What follows belongs to an exercise in optimizing a design on an open flow for small area; a production flow would make more cautious choices.
Function was checked by simulation only, so behaviour that the tests miss may differ from the original.
Power figures rest on the tool's default switching activity, not on a simulated workload.

## avc
module avc (
    input  wire        clk,
    input  wire        rst,
    input  wire        rx,
    output wire        tx,
    output wire        en,
    input  wire [9:0]  haddr,
    input  wire [15:0] hwdata,
    input  wire        hwe,
    output reg  [15:0] hrdata
);
    reg        en_r;
    reg [11:0] local_addr;
    reg [15:0] arg;
    reg [15:0] res;
    reg        busy, done_r, ok_r, rxm_valid;
    reg [3:0]  err;
    reg [1:0]  cause;
    reg        rxm_bcast;
    reg [11:0] rxm_master, rxm_slave;
    reg [3:0]  rxm_control;
    reg [5:0]  rxm_len;
    reg [255:0] rxd;
    reg        txm_bcast;
    reg [11:0] txm_master, txm_slave;
    reg [3:0]  txm_control;
    reg [8:0]  txm_len;
    reg [255:0] txd;
    reg [3:0]  op;
    reg        b_r;
    reg [2:0]  fid;
    reg        ack;       
    reg        aph;       
    reg        fph;       
    reg        par;
    reg [3:0]  ix;        
    reg [5:0]  bidx;      
    reg [4:0]  t;         
    reg [15:0] acc;
    assign en = en_r;
    wire [4:0]  t1   = t + 5'd1;
    wire [31:0] psel = 32'd1 << (haddr[4:0] - t);    
    wire msg = op[3] & op[2] & ~op[1];                  
    wire dw  = op[3] ? op[0] : op[1];                   
    wire u_start = (fid == 3'd0) & ~ack;
    wire u_bit   = (fid == 3'd1) & ~ack;
    wire u_field = (fid[2] | fid[1]) & ~ack;
    wire [3:0] src_ctl = txm_control;
    reg        src;
    always @* begin
        case (fid)
            3'd2:    src = txm_master[ix];
            3'd3:    src = txm_slave[ix];
            3'd4:    src = src_ctl[ix[1:0]];
            3'd5:    src = txm_len[ix[2:0]];
            3'd6:    src = acc[ix[2:0]];
            default: src = arg[ix];
        endcase
    end
    wire wbit = ack ? 1'b0 : u_bit ? (msg ? txm_bcast : b_r) : (fph ? par : src);
    reg        s_start, s_wr;
    wire       s_done, s_ok, s_bit, s_idle;
    wire [1:0] s_kind;
    wire [7:0] pw;
    wire [1:0] sym;
    avc_codec u_codec (
        .clk(clk), .rst(rst), .rx(rx),
        .start(s_start), .wr(s_wr), .lng(u_start), .wb(wbit),
        .done(s_done), .ok(s_ok), .rbit(s_bit), .kind(s_kind),
        .pw(pw), .sym(sym), .tx(tx), .idle(s_idle)
    );
    wire       host_we = hwe && !busy;
    wire       cmd_go  = host_we && (haddr == 10'h000) && (hwdata[3:0] != 4'hF);
    wire [3:0] cmd_op  = hwdata[3:0];
  ...
Size: roughly 3,100 cells after synthesis, about 700 flip-flops, ~48 I/O pins.
clock: 10.0 ns
lec_check: 0
abc_area: 1
cap_margin: 20
core_margin: 2
core_utilization: 65
cts_buf_list: sky130_fd_sc_hd__clkbuf_8
cts_cluster_diameter: 60
cts_cluster_size: 15
place_density: 0.75
slew_margin: 20
standard.sh (not shown) runs the stock make flow with config.mk's settings and CLKGATE_MAP_FILE= SYNTH_SCRIPT=/design/flow/synth_recipe.tcl, a recipe that flattens the netlist after the stock synthesis.
==> flow/flow/run.sh <==
#!/bin/bash
# Standard layout, with two changes: port buffers use buf_2 instead of the
# default pick, and clock tree synthesis uses small clock buffers in small
# clusters without dummy loads.
set -euo pipefail
export BUFFER_PORTS_ARGS="-buffer_cell sky130_fd_sc_hd__buf_2"
export CTS_ARGS="-sink_clustering_enable -repair_clock_nets -buf_list sky130_fd_sc_hd__clkbuf_4 -sink_clustering_size 9 -sink_clustering_max_diameter 45 -dont_use_dummy_load"
bash standard.sh > standard.log 2>&1
Then changed:
--- a/flow/flow/run.sh
+++ b/flow/flow/run.sh
@@ -7 +7 @@
-export CTS_ARGS="-sink_clustering_enable -repair_clock_nets -buf_list sky130_fd_sc_hd__clkbuf_4 -sink_clustering_size 9 -sink_clustering_max_diameter 45 -dont_use_dummy_load"
+export CTS_ARGS="-sink_clustering_enable -repair_clock_nets -buf_list sky130_fd_sc_hd__clkbuf_4 -sink_clustering_size 8 -sink_clustering_max_diameter 40 -dont_use_dummy_load"
ABC_AREA = default   (was 1)
=>
- The new run produced a clean layout
- final area goes up by 4.7%
- final cell count came out lower by 7.0%
- non-clock buffer count went up by 52
- die area is higher by 2.9%
- area after synthesis went up by 3.0%
- setup slack degrades by 0.80 ns
- global-route usage rose by 4.9 points
- register-to-register slack degrades by 0.55 ns

---

== run A ==
avc again, from the RTL that the note above started with.
Settings: LEC_CHECK=0, CAP_MARGIN=20, CORE_MARGIN=2, CORE_UTILIZATION=65, CTS_BUF_LIST=sky130_fd_sc_hd__clkbuf_8, CTS_CLUSTER_DIAMETER=60, CTS_CLUSTER_SIZE=15, PLACE_DENSITY=0.75, SLEW_MARGIN=20; clock period 10.0 ns.
run.sh (not shown) runs the stock make flow with config.mk's settings and CLKGATE_MAP_FILE= SYNTH_SCRIPT=/design/flow/synth_recipe.tcl, a recipe that flattens the netlist after the stock synthesis.
Stock flow here: none of the scripts above is used.
Run A: flow completed, timing, DRC and antenna clean
Inputs modified between run A and run B:
==> flow/flow/run.sh (new file) <==
#!/bin/bash
# Standard layout, with two changes: port buffers use buf_2 instead of the
# default pick, and clock tree synthesis uses small clock buffers in small
# clusters without dummy loads.
set -euo pipefail
export BUFFER_PORTS_ARGS="-buffer_cell sky130_fd_sc_hd__buf_2"
export CTS_ARGS="-sink_clustering_enable -repair_clock_nets -buf_list sky130_fd_sc_hd__clkbuf_4 -sink_clustering_size 8 -sink_clustering_max_diameter 40 -dont_use_dummy_load"
bash standard.sh > standard.log 2>&1
==> flow/standard.sh (new file) <==
#!/bin/bash
# synth_recipe.tcl (not shown) runs the flow's synth.tcl, then flattens the netlist and writes it again
# the make line also repeats each setting of config.mk as NAME=value (left out here)
make -C /OpenROAD-flow-scripts/flow DESIGN_CONFIG=/design/flow/config.mk WORK_HOME=/design/flow/orfs CLKGATE_MAP_FILE= SYNTH_SCRIPT=/design/flow/synth_recipe.tcl "${@:-finish}"
-- flow/config.mk --
<<< run A, line 7
export LEC_CHECK = 0
export CAP_MARGIN = 20
>>> run B, line 7
export LEC_CHECK = 0
export ABC_AREA = 1
export CAP_MARGIN = 20
removed: flow/run.sh
Notes after the runs:
Of run A and run B, the run reporting the lower wire length of the first global-routing pass was run B. Comparing run A and run B, the higher cell area after layout was measured on run A. [diff] routed via count, run B relative to run A: improvement. When run B is set beside run A, its number of global-route vias before repair turns out to be about 5% smaller. Critical path arrival in run B is 1070 ps lower than in run A. Half-perimeter wire length after detailed placement is higher on run A. Run B ended up with a lower share of cell area taken by muxes after synthesis than run A did.
Edits applied to the flow inputs when going from run B to run C:
==> flow/flow/run.sh <==
#!/bin/bash
# Standard layout, with two changes: port buffers use buf_1 instead of the
# default pick, and clock tree synthesis uses small clock buffers in small
# clusters without dummy loads.
set -euo pipefail
export BUFFER_PORTS_ARGS="-buffer_cell sky130_fd_sc_hd__buf_1"
export CTS_ARGS="-sink_clustering_enable -repair_clock_nets -buf_list sky130_fd_sc_hd__clkbuf_4 -sink_clustering_size 9 -sink_clustering_max_diameter 45 -dont_use_dummy_load"
bash standard.sh > standard.log 2>&1
Cmp run C and run B / total design power / higher: run B
Taking run B as the reference point, the final cell count without fillers of run C falls by 20.
Compared to run B, the routing of run C uses more wire.
Compared with run B, run C ends up with a smaller final cell area.
Relative slew slack delta (run C − run B): unfavourable

---

avc, a different RTL version from the one above (not shown whole).
Size in the first run: roughly 700 flip-flops, about 48 I/O pins, roughly 27000 sq um of cells after synthesis.
export LEC_CHECK = 0
export ABC_AREA = 1
export CAP_MARGIN = 20
export CORE_MARGIN = 2
export CORE_UTILIZATION = 65
export CTS_BUF_LIST = sky130_fd_sc_hd__clkbuf_8
export CTS_CLUSTER_DIAMETER = 60
export CTS_CLUSTER_SIZE = 15
export PLACE_DENSITY = 0.75
export SLEW_MARGIN = 20
create_clock -name core_clock -period 10.0 [get_ports {clk}]
standard.sh (not shown) runs the stock make flow with config.mk's settings and CLKGATE_MAP_FILE= SYNTH_SCRIPT=/design/flow/synth_recipe.tcl, a recipe that flattens the netlist after the stock synthesis.
==> flow/flow/run.sh <==
#!/bin/bash
# Standard layout, with two changes: port buffers use buf_2 instead of the
# default pick, and clock tree synthesis uses small clock buffers in small
# clusters without dummy loads.
set -euo pipefail
export BUFFER_PORTS_ARGS="-buffer_cell sky130_fd_sc_hd__buf_2"
export CTS_ARGS="-sink_clustering_enable -repair_clock_nets -buf_list sky130_fd_sc_hd__clkbuf_4 -sink_clustering_size 9 -sink_clustering_max_diameter 45 -dont_use_dummy_load"
bash standard.sh > standard.log 2>&1
Next try:
--- a/flow/flow/run.sh
+++ b/flow/flow/run.sh
@@ -2 +2 @@
-# Standard layout, with two changes: port buffers use buf_2 instead of the
+# Standard layout, with two changes: port buffers use buf_1 instead of the
@@ -6 +6 @@
-export BUFFER_PORTS_ARGS="-buffer_cell sky130_fd_sc_hd__buf_2"
+export BUFFER_PORTS_ARGS="-buffer_cell sky130_fd_sc_hd__buf_1"
Result: The changed run completed with no timing, DRC or antenna violations. Critical path depth fell by 1. Power stays flat. Count of clock-buffer cells in the layout stays the same. Final cell count hardly moves. Core utilization stays flat. Non-clock buffer count rose by 11. Area after synthesis stays the same. Global-route usage rose by 1.2 points. Routed wire length rose by 2.5%. Cell area stays flat.

==> port drivers added, routing unchanged <==
No port has a modelled driver above. Below, the same layouts with a new extraction and two added sets of constraints.
Step 1 sets driving cells, clkbuf_16 on the clock port and buf_2 on the other inputs (assumed; they add their load-dependent delay and slew).
Step 2 moves the port delays by t, midway between the first and last clock arrival at a register: inputs arrive t later, outputs are due t later. That takes back most of the time a late clock gives input paths.
a / b / c = no drivers / after step 1 / after step 2; a / b = the first two.
| run | shift t [ns] | setup WS [ns] | worst setup path at the end |
|---|---|---|---|
| the first run of note 1 | 0.907 | 1.770 / 1.657 / 1.657 | input to output |
| the second run of note 1 | 0.923 | 0.970 / 0.937 / 0.937 | input to output |
| run A | 0.779 | 0.801 / 0.748 / 0.748 | input to output |
| run B | 0.940 | 1.867 / 1.756 / 1.756 | input to output |
| run C | 0.890 | 1.595 / 1.522 / 1.522 | input to output |
| the first run of note 3 | 0.927 | 1.625 / 1.577 / 1.577 | input to output |
| the second run of note 3 | 0.932 | 1.459 / 1.404 / 1.404 | input to output |
After both steps every run listed still meets setup and hold. The setup slack of the first run of note 1, which loses most, moves by -0.113 ns with the drivers and by -0.113 ns with both steps.
